Context: an optimization exercise on an open-source flow, tuned for small area, a short achievable clock period and few clock cycles per item. The choices shown serve that exercise and are no tape-out recipe. Function was checked by simulation only, so behaviour that the tests miss may differ from the original. Power is estimated from default activity; no workload was simulated.

==> inputs of v2 <==
## rs2sfx_flt
module rs2sfx_flt (
    input  wire        clk,
    input  wire        rst,         
    input  wire        cmd_valid,
    output wire        cmd_ready,
    input  wire [1:0]  cmd_op,
    input  wire [4:0]  cmd_addr,
    input  wire [31:0] cmd_data,
    output reg         res_valid,
    output reg  [31:0] res_data
);
Settings: LEC_CHECK=0, CAP_MARGIN=20, CORE_MARGIN=2, CORE_UTILIZATION=55, PLACE_DENSITY=0.68, SLEW_MARGIN=20; clock period 13.0 ns.
standard.sh (not shown) runs the stock make flow with config.mk's settings and CLKGATE_MAP_FILE= SYNTH_SCRIPT=/design/flow/synth_recipe.tcl, a recipe that flattens the netlist after the stock synthesis.
==> flow/flow/run.sh <==
#!/bin/bash
# The standard ORFS layout (the standard.sh, standard synthesis), with the
# timing repair after floorplan, CTS and global routing aiming for a setup
# slack of SETUP_SLACK_MARGIN at the design's own clock period and
# constraints, i.e. for a shorter cycle than the 13 ns clock asks for.
set -euo pipefail
export SETUP_SLACK_MARGIN=8.5
bash standard.sh synth > log_synth.log 2>&1
bash standard.sh floorplan > log_floorplan.log 2>&1
bash standard.sh place > log_place.log 2>&1
bash standard.sh cts > log_cts.log 2>&1
bash standard.sh route > log_route.log 2>&1
bash standard.sh finish > log_finish.log 2>&1
==> v35 (differences from v2) <==
--- a/flow/design.v
+++ b/flow/design.v
@@ -132,13 +132,14 @@
     wire se0_0 = sel[0] & uv;
     wire se0_1 = sel[1] & (xv[3] & cv0[3]);
     wire se0_2 = sel[2] & (xv[7] & cv0[7]);
     wire se0_3 = sel[3] & (yv[5] & cv1[5]);
     wire se0_4 = sel[4] & (yv[6] & cv1[6]);
     wire se0_5 = sel[5] & (yv[0] & cv1[0]);
-    wire [31:0] opa_n0 = ({32{se0_0}} & e_x) | ({32{se0_1}} & xh[127:96]) | ({32{se0_2}} & xh[255:224]) | ({32{se0_3}} & yh[191:160]) | ({32{se0_4}} & yh[223:192]) | ({32{se0_5}} & (fin_v ? y : res_data));
+    wire byp0 = se0_5 & fin_v;
+    wire [31:0] opa_n0 = byp0 ? y : (({32{se0_0}} & e_x) | ({32{se0_1}} & xh[127:96]) | ({32{se0_2}} & xh[255:224]) | ({32{se0_3}} & yh[191:160]) | ({32{se0_4}} & yh[223:192]) | ({32{se0_5 & ~fin_v}} & res_data));
     wire [31:0] opb_n0 = ({32{se0_0}} & unity) | ({32{se0_1}} & c0[127:96]) | ({32{se0_2}} & c0[255:224]) | ({32{se0_3}} & c1[191:160]) | ({32{se0_4}} & c1[223:192]) | ({32{se0_5}} & c1[31:0]);
     wire ong_n0 = sel[3] | sel[4] | sel[5];
     wire [15:0] eo_n0, et_n0, en_n0;
     rs2sfx_flt_enc u_enc0 (.b(opb_n0), .ng(ong_n0), .one(eo_n0), .two(et_n0), .neg(en_n0));
     reg  [31:0] opa0;
     reg  [15:0] eo0, et0, en0;
==> flow/config.mk (replaced) <==
export PLATFORM = sky130hd
export DESIGN_NAME = rs2sfx_flt
export DESIGN_NICKNAME = rs2sfx_flt
export VERILOG_FILES = /design/flow/design.v
export SDC_FILE = /design/flow/constraint.sdc
export NUM_CORES = 4
export LEC_CHECK = 0
export CAP_MARGIN = 20
export CORE_MARGIN = 2
export CORE_UTILIZATION = 65
export PLACE_DENSITY = 0.76
export SLEW_MARGIN = 20
==> v12 (differences from v2) <==
--- a/flow/design.v
+++ b/flow/design.v
@@ -132,13 +132,14 @@
     wire se0_0 = sel[0] & uv;
     wire se0_1 = sel[1] & (xv[3] & cv0[3]);
     wire se0_2 = sel[2] & (xv[7] & cv0[7]);
     wire se0_3 = sel[3] & (yv[5] & cv1[5]);
     wire se0_4 = sel[4] & (yv[6] & cv1[6]);
     wire se0_5 = sel[5] & (yv[0] & cv1[0]);
-    wire [31:0] opa_n0 = ({32{se0_0}} & e_x) | ({32{se0_1}} & xh[127:96]) | ({32{se0_2}} & xh[255:224]) | ({32{se0_3}} & yh[191:160]) | ({32{se0_4}} & yh[223:192]) | ({32{se0_5}} & (fin_v ? y : res_data));
+    wire byp0 = se0_5 & fin_v;
+    wire [31:0] opa_n0 = byp0 ? y : (({32{se0_0}} & e_x) | ({32{se0_1}} & xh[127:96]) | ({32{se0_2}} & xh[255:224]) | ({32{se0_3}} & yh[191:160]) | ({32{se0_4}} & yh[223:192]) | ({32{se0_5 & ~fin_v}} & res_data));
     wire [31:0] opb_n0 = ({32{se0_0}} & unity) | ({32{se0_1}} & c0[127:96]) | ({32{se0_2}} & c0[255:224]) | ({32{se0_3}} & c1[191:160]) | ({32{se0_4}} & c1[223:192]) | ({32{se0_5}} & c1[31:0]);
     wire ong_n0 = sel[3] | sel[4] | sel[5];
     wire [15:0] eo_n0, et_n0, en_n0;
     rs2sfx_flt_enc u_enc0 (.b(opb_n0), .ng(ong_n0), .one(eo_n0), .two(et_n0), .neg(en_n0));
     reg  [31:0] opa0;
     reg  [15:0] eo0, et0, en0;
==> flow/config.mk (replaced) <==
export PLATFORM = sky130hd
export DESIGN_NAME = rs2sfx_flt
export DESIGN_NICKNAME = rs2sfx_flt
export VERILOG_FILES = /design/flow/design.v
export SDC_FILE = /design/flow/constraint.sdc
export NUM_CORES = 4
export LEC_CHECK = 0
export CAP_MARGIN = 20
export CORE_MARGIN = 2
export CORE_UTILIZATION = 60
export PLACE_DENSITY = 0.72
export SLEW_MARGIN = 20
==> comparison <==
Between v2 and v12, the lower non-clock buffer count is in v2 (gap 48). The lowest sequential share of layout area belongs to v2, the highest to v35. Count of clock-buffer cells in the layout: v35 < v12 < v2. Clock power is about the same in v35 and v12. Wire length, highest first: v12, v2, v35. Sequential cell count is the same in v2 and v35. First-iteration DRC count: v12 > v35 > v2. Final cell count: v35 < v12 < v2. Against v2, the maximum frequency of v12 is higher by about 2.7%. v12 went through all stages and came out clean. v2 ran to the end with no violations. v35 completed with no timing, DRC or antenna violations.
Testbench counts of v2, summed over its fixed seeds: cycles 17,195, items 3,810.
Testbench counts of v35, summed over its fixed seeds: cycles 17,195, items 3,810.
Testbench counts of v12, summed over its fixed seeds: cycles 17,195, items 3,810.

* * *

==> run H <==
rs2sfx_flt, a different RTL version from the one above (not shown whole).
==> flow/config.mk <==
export PLATFORM = sky130hd
export DESIGN_NAME = rs2sfx_flt
export DESIGN_NICKNAME = rs2sfx_flt
export VERILOG_FILES = /design/flow/design.v
export SDC_FILE = /design/flow/constraint.sdc
export NUM_CORES = 4
export LEC_CHECK = 0
export CAP_MARGIN = 20
export CORE_MARGIN = 2
export CORE_UTILIZATION = 55
export PLACE_DENSITY = 0.68
export SLEW_MARGIN = 20
==> flow/constraint.sdc <==
create_clock -name core_clock -period 13.0 [get_ports {clk}]
set_input_delay 2.6000 -clock core_clock [delete_from_list [all_inputs] [get_ports {clk}]]
set_output_delay 2.6000 -clock core_clock [all_outputs]
set_load 0.01 [all_outputs]
Scripts as last shown in full above: flow/flow/run.sh
==> run R (differences from run H) <==
--- a/flow/design.v
+++ b/flow/design.v
@@ -15,15 +15,14 @@
     reg [255:0] c0;    
     reg [255:0] c1;    
     reg [31:0] unity;
     reg [7:0]  cv0, cv1;
     reg        uv;
     reg [7:0]  th0, th1;
-    reg        nw1;
     reg [255:0] xh;    
-    reg [255:32] yh;   
+    reg [255:0] yh;    
     reg [7:0]  xv, yv;
     reg        rdy;
     reg        b_v;
     reg [1:0]  b_op;
     reg [4:0]  b_addr;
     reg [31:0] b_data;
@@ -36,30 +35,28 @@
     reg        fin_v;
     wire [31:0] y;
     assign cmd_ready = rdy;
     function take_f;
         input bv;
         input [1:0] bop;
-        input ev, elast, trv, finv, blk;
+        input ev, elast, trv, finv;
         begin
             take_f = bv && (!ev || elast) &&
-                     (bop != OP_CLR || (!ev && !trv && !finv)) &&
-                     (bop != OP_STEP || !blk);
+                     (bop != OP_CLR || (!ev && !trv && !finv));
         end
     endfunction
-    wire take       = take_f(b_v, b_op, e_v, e_last, tr_v, fin_v, nw1);
+    wire take       = take_f(b_v, b_op, e_v, e_last, tr_v, fin_v);
     wire step_start = take && (b_op == OP_STEP);
     wire shift      = e_v && e_last;    
     wire       b_v_n    = rdy ? cmd_valid : (b_v && !take);
     wire [1:0] b_op_n   = rdy ? cmd_op : b_op;
     wire       e_v_n    = step_start || (e_v && !e_last);
     wire       e_last_n = step_start ? 1'b0 : (e_v && !e_last && (e_cnt + 3'd1 == e_tm1));
     wire       tr_v_n   = e_v;
     wire       fin_v_n  = tr_v && tr_last;
-    wire       nco_wr   = take && (b_op == OP_WRITE) && (b_addr == 5'd17 || b_addr == 5'd18);
-    wire       rdy_n    = !b_v_n || take_f(b_v_n, b_op_n, e_v_n, e_last_n, tr_v_n, fin_v_n, nco_wr);
+    wire       rdy_n    = !b_v_n || take_f(b_v_n, b_op_n, e_v_n, e_last_n, tr_v_n, fin_v_n);
     localparam SELW = 17;
     wire act0_0 = 1'b1;
     wire act0_1 = th0[3];
     wire act0_2 = th0[7];
     wire act0_3 = th1[5];
     wire act0_4 = th1[6];
@@ -96,14 +93,13 @@
     wire [2:0] rk2_3 = {2'b0, act2_0} + {2'b0, act2_1} + {2'b0, act2_2};
     wire [2:0] rk2_4 = {2'b0, act2_0} + {2'b0, act2_1} + {2'b0, act2_2} + {2'b0, act2_3};
     wire [2:0] tmx0 = 3'd2;
     wire [2:0] tmx1 = (cnt0 > tmx0) ? cnt0 : tmx0;
     wire [2:0] tmx2 = (cnt1 > tmx1) ? cnt1 : tmx1;
     wire [2:0] tmx3 = (cnt2 > tmx2) ? cnt2 : tmx2;
-    reg  [2:0] sch_tm1;   
-    always @(posedge clk) sch_tm1 <= tmx3 - 3'd1;
+    wire [2:0] sch_tm1 = tmx3 - 3'd1;
     wire [2:0] sch_cyc = step_start ? 3'd0 : (e_cnt + 3'd1);
     wire       sch_on  = step_start | (e_v & ~e_last);
     wire       sch_lst = !step_start && (e_cnt + 3'd1 == e_tm1);
     wire [SELW-1:0] sel_next;
     assign sel_next[0] = sch_on & act0_0 & (sch_cyc == rk0_0);
     assign sel_next[1] = sch_on & act0_1 & (sch_cyc == rk0_1);
@@ -126,13 +122,13 @@
     wire se0_0 = sel[0] & uv;
     wire se0_1 = sel[1] & (xv[3] & cv0[3]);
     wire se0_2 = sel[2] & (xv[7] & cv0[7]);
     wire se0_3 = sel[3] & (yv[5] & cv1[5]);
     wire se0_4 = sel[4] & (yv[6] & cv1[6]);
     wire se0_5 = sel[5] & (yv[0] & cv1[0]);
-    wire [31:0] opa_n0 = ({32{se0_0}} & e_x) | ({32{se0_1}} & xh[127:96]) | ({32{se0_2}} & xh[255:224]) | ({32{se0_3}} & yh[191:160]) | ({32{se0_4}} & yh[223:192]) | ({32{se0_5}} & (fin_v ? y : res_data));
+    wire [31:0] opa_n0 = ({32{se0_0}} & e_x) | ({32{se0_1}} & xh[127:96]) | ({32{se0_2}} & xh[255:224]) | ({32{se0_3}} & yh[191:160]) | ({32{se0_4}} & yh[223:192]) | ({32{se0_5}} & (fin_v ? y : yh[31:0]));
     wire [31:0] opb_n0 = ({32{se0_0}} & unity) | ({32{se0_1}} & c0[127:96]) | ({32{se0_2}} & c0[255:224]) | ({32{se0_3}} & c1[191:160]) | ({32{se0_4}} & c1[223:192]) | ({32{se0_5}} & c1[31:0]);
     wire ong_n0 = sel[3] | sel[4] | sel[5];
     wire [15:0] eo_n0, et_n0, en_n0;
     rs2sfx_flt_enc u_enc0 (.b(opb_n0), .ng(ong_n0), .one(eo_n0), .two(et_n0), .neg(en_n0));
     reg  [31:0] opa0;
     reg  [15:0] eo0, et0, en0;
@@ -197,18 +193,16 @@
             res_valid <= 1'b0;
             cv0      <= 8'd0;
             cv1      <= 8'd0;
             uv       <= 1'b0;
             th0      <= 8'd0;
             th1      <= 8'd0;
-            nw1      <= 1'b1;
             xv       <= 8'd0;
             yv       <= 8'd0;
         end else begin
             rdy <= rdy_n;
-            nw1 <= nco_wr;
             if (rdy) begin
                 b_v <= cmd_valid;
             end else if (take) begin
                 b_v <= 1'b0;
             end
             if (step_start) begin
@@ -260,13 +254,15 @@
             end
             if (b_addr == 5'd16) unity <= b_data;
         end
         if (shift) begin
             xh <= {xh[223:0], e_x};
             yh[255:64] <= yh[223:32];
-            yh[63:32]  <= fin_v ? y : res_data;
+            yh[63:32]  <= fin_v ? y : yh[31:0];
+        end else if (fin_v) begin
+            yh[31:0] <= y;
         end
         if (fin_v) res_data <= y;
     end
     always @(posedge clk) begin
         sel <= sel_next;
         opa0 <= opa_n0; ong0 <= ong_n0;
==> flow/run.sh (new file) <==
#!/bin/bash
# synth_recipe.tcl (not shown) runs the flow's synth.tcl, then flattens the netlist and writes it again
# the make line also repeats each setting of config.mk as NAME=value (left out here)
make -C /OpenROAD-flow-scripts/flow DESIGN_CONFIG=/design/flow/config.mk WORK_HOME=/design/flow/orfs CLKGATE_MAP_FILE= SYNTH_SCRIPT=/design/flow/synth_recipe.tcl finish
==> flow/config.mk (replaced) <==
export PLATFORM = sky130hd
export DESIGN_NAME = rs2sfx_flt
export DESIGN_NICKNAME = rs2sfx_flt
export VERILOG_FILES = /design/flow/design.v
export SDC_FILE = /design/flow/constraint.sdc
export NUM_CORES = 4
export LEC_CHECK = 0
export CAP_MARGIN = 20
export CORE_MARGIN = 2
export CORE_UTILIZATION = 40
export SLEW_MARGIN = 20
removed: flow/flow/run.sh
removed: flow/standard.sh
==> run Z (differences from run H) <==
--- a/flow/design.v
+++ b/flow/design.v
@@ -15,15 +15,14 @@
     reg [255:0] c0;    
     reg [255:0] c1;    
     reg [31:0] unity;
     reg [7:0]  cv0, cv1;
     reg        uv;
     reg [7:0]  th0, th1;
-    reg        nw1;
     reg [255:0] xh;    
-    reg [255:32] yh;   
+    reg [255:0] yh;    
     reg [7:0]  xv, yv;
     reg        rdy;
     reg        b_v;
     reg [1:0]  b_op;
     reg [4:0]  b_addr;
     reg [31:0] b_data;
@@ -36,30 +35,28 @@
     reg        fin_v;
     wire [31:0] y;
     assign cmd_ready = rdy;
     function take_f;
         input bv;
         input [1:0] bop;
-        input ev, elast, trv, finv, blk;
+        input ev, elast, trv, finv;
         begin
             take_f = bv && (!ev || elast) &&
-                     (bop != OP_CLR || (!ev && !trv && !finv)) &&
-                     (bop != OP_STEP || !blk);
+                     (bop != OP_CLR || (!ev && !trv && !finv));
         end
     endfunction
-    wire take       = take_f(b_v, b_op, e_v, e_last, tr_v, fin_v, nw1);
+    wire take       = take_f(b_v, b_op, e_v, e_last, tr_v, fin_v);
     wire step_start = take && (b_op == OP_STEP);
     wire shift      = e_v && e_last;    
     wire       b_v_n    = rdy ? cmd_valid : (b_v && !take);
     wire [1:0] b_op_n   = rdy ? cmd_op : b_op;
     wire       e_v_n    = step_start || (e_v && !e_last);
     wire       e_last_n = step_start ? 1'b0 : (e_v && !e_last && (e_cnt + 3'd1 == e_tm1));
     wire       tr_v_n   = e_v;
     wire       fin_v_n  = tr_v && tr_last;
-    wire       nco_wr   = take && (b_op == OP_WRITE) && (b_addr == 5'd17 || b_addr == 5'd18);
-    wire       rdy_n    = !b_v_n || take_f(b_v_n, b_op_n, e_v_n, e_last_n, tr_v_n, fin_v_n, nco_wr);
+    wire       rdy_n    = !b_v_n || take_f(b_v_n, b_op_n, e_v_n, e_last_n, tr_v_n, fin_v_n);
     localparam SELW = 17;
     wire act0_0 = 1'b1;
     wire act0_1 = th0[3];
     wire act0_2 = th0[7];
     wire act0_3 = th1[5];
     wire act0_4 = th1[6];
@@ -96,14 +93,13 @@
     wire [2:0] rk2_3 = {2'b0, act2_0} + {2'b0, act2_1} + {2'b0, act2_2};
     wire [2:0] rk2_4 = {2'b0, act2_0} + {2'b0, act2_1} + {2'b0, act2_2} + {2'b0, act2_3};
     wire [2:0] tmx0 = 3'd2;
     wire [2:0] tmx1 = (cnt0 > tmx0) ? cnt0 : tmx0;
     wire [2:0] tmx2 = (cnt1 > tmx1) ? cnt1 : tmx1;
     wire [2:0] tmx3 = (cnt2 > tmx2) ? cnt2 : tmx2;
-    reg  [2:0] sch_tm1;   
-    always @(posedge clk) sch_tm1 <= tmx3 - 3'd1;
+    wire [2:0] sch_tm1 = tmx3 - 3'd1;
     wire [2:0] sch_cyc = step_start ? 3'd0 : (e_cnt + 3'd1);
     wire       sch_on  = step_start | (e_v & ~e_last);
     wire       sch_lst = !step_start && (e_cnt + 3'd1 == e_tm1);
     wire [SELW-1:0] sel_next;
     assign sel_next[0] = sch_on & act0_0 & (sch_cyc == rk0_0);
     assign sel_next[1] = sch_on & act0_1 & (sch_cyc == rk0_1);
@@ -126,13 +122,13 @@
     wire se0_0 = sel[0] & uv;
     wire se0_1 = sel[1] & (xv[3] & cv0[3]);
     wire se0_2 = sel[2] & (xv[7] & cv0[7]);
     wire se0_3 = sel[3] & (yv[5] & cv1[5]);
     wire se0_4 = sel[4] & (yv[6] & cv1[6]);
     wire se0_5 = sel[5] & (yv[0] & cv1[0]);
-    wire [31:0] opa_n0 = ({32{se0_0}} & e_x) | ({32{se0_1}} & xh[127:96]) | ({32{se0_2}} & xh[255:224]) | ({32{se0_3}} & yh[191:160]) | ({32{se0_4}} & yh[223:192]) | ({32{se0_5}} & (fin_v ? y : res_data));
+    wire [31:0] opa_n0 = ({32{se0_0}} & e_x) | ({32{se0_1}} & xh[127:96]) | ({32{se0_2}} & xh[255:224]) | ({32{se0_3}} & yh[191:160]) | ({32{se0_4}} & yh[223:192]) | ({32{se0_5}} & (fin_v ? y : yh[31:0]));
     wire [31:0] opb_n0 = ({32{se0_0}} & unity) | ({32{se0_1}} & c0[127:96]) | ({32{se0_2}} & c0[255:224]) | ({32{se0_3}} & c1[191:160]) | ({32{se0_4}} & c1[223:192]) | ({32{se0_5}} & c1[31:0]);
     wire ong_n0 = sel[3] | sel[4] | sel[5];
     wire [15:0] eo_n0, et_n0, en_n0;
     rs2sfx_flt_enc u_enc0 (.b(opb_n0), .ng(ong_n0), .one(eo_n0), .two(et_n0), .neg(en_n0));
     reg  [31:0] opa0;
     reg  [15:0] eo0, et0, en0;
@@ -197,18 +193,16 @@
             res_valid <= 1'b0;
             cv0      <= 8'd0;
             cv1      <= 8'd0;
             uv       <= 1'b0;
             th0      <= 8'd0;
             th1      <= 8'd0;
-            nw1      <= 1'b1;
             xv       <= 8'd0;
             yv       <= 8'd0;
         end else begin
             rdy <= rdy_n;
-            nw1 <= nco_wr;
             if (rdy) begin
                 b_v <= cmd_valid;
             end else if (take) begin
                 b_v <= 1'b0;
             end
             if (step_start) begin
@@ -260,13 +254,15 @@
             end
             if (b_addr == 5'd16) unity <= b_data;
         end
         if (shift) begin
             xh <= {xh[223:0], e_x};
             yh[255:64] <= yh[223:32];
-            yh[63:32]  <= fin_v ? y : res_data;
+            yh[63:32]  <= fin_v ? y : yh[31:0];
+        end else if (fin_v) begin
+            yh[31:0] <= y;
         end
         if (fin_v) res_data <= y;
     end
     always @(posedge clk) begin
         sel <= sel_next;
         opa0 <= opa_n0; ong0 <= ong_n0;
==> flow/run.sh (new file) <==
#!/bin/bash
# synth_recipe.tcl (not shown) runs the flow's synth.tcl, then flattens the netlist and writes it again
# the make line also repeats each setting of config.mk as NAME=value (left out here)
make -C /OpenROAD-flow-scripts/flow DESIGN_CONFIG=/design/flow/config.mk WORK_HOME=/design/flow/orfs CLKGATE_MAP_FILE= SYNTH_SCRIPT=/design/flow/synth_recipe.tcl finish
removed: flow/flow/run.sh
removed: flow/standard.sh
==> qor summary <==
item	run Z	run R	run H
Largest net degree at the start of global routing	226	154	178
Grt met2 use	0.553	0.427	0.567
Status	timing/DRC/antenna clean	timing/DRC/antenna clean	timing/DRC/antenna clean
Buffering stage count on the worst path with inverters included	4	4	5
Slew at the pin closest to its max-slew limit	1.33 ns	1.25 ns	1.21 ns
Clk. pwr	5180 uW	5370 uW	5180 uW
Adder-cell share of the synthesized area	0.276	0.276	0.279
Post-Synthesis Cell Area	119000 sq um	119000 sq um	118000 sq um
Post-route met1 wirelength	149000 um	164000 um	149000 um
Number of placement rows	170	200	169
Destination of the critical timing path	acc1[25]	acc1[14]	yh[62]
Final-stage net count	11300	11300	11500
Beginning of the critical path	tr_first	tr_first	acc1[1]
Cell count of the worst reg-to-reg path	11	11	18
Power share of the clock group	0.230	0.240	0.215
Amount of wire on met3 after detailed routing	67500 um	53100 um	67400 um
Testbench counts of run H, summed over its fixed seeds: cycles 17,190, items 3,810.
Testbench counts of run R, summed over its fixed seeds: cycles 17,185, items 3,810.
Testbench counts of run Z, summed over its fixed seeds: cycles 17,185, items 3,810.

[separate check: timing with driven ports]
The flow's constraints put no driver on any port. The routed layouts listed below were extracted and timed again, unchanged, in two steps.
Step 1 assumes that a clkbuf_16 drives the clock port and a buf_2 every other input.
Step 2 moves the port delays by t, midway between the first and last clock arrival at a register: inputs arrive t later, outputs are due t later. That takes back most of the time a late clock gives input paths.
Three values: no drivers, after step 1, after step 2; two values: the first two.
run | shift t [ns] | setup WS [ns] | worst register clock-pin slew, ns | worst data-port slew with drivers (ns)
v2 | 0.929 | 8.259 / 8.259 / 8.259 | 0.08 / 0.08 | 0.06
v35 | 0.917 | 8.395 / 8.395 / 8.395 | 0.07 / 0.07 | 0.05
v12 | 0.901 | 8.381 / 8.381 / 8.381 | 0.07 / 0.07 | 0.06
run H | 0.907 | 8.366 / 8.366 / 8.366 | 0.08 / 0.08 | 0.04
run R | 0.928 | 6.918 / 6.918 / 6.918 | 0.08 / 0.08 | 0.05
run Z | 0.916 | 7.321 / 7.321 / 7.321 | 0.08 / 0.08 | 0.05
After both steps every run listed still meets setup and hold.
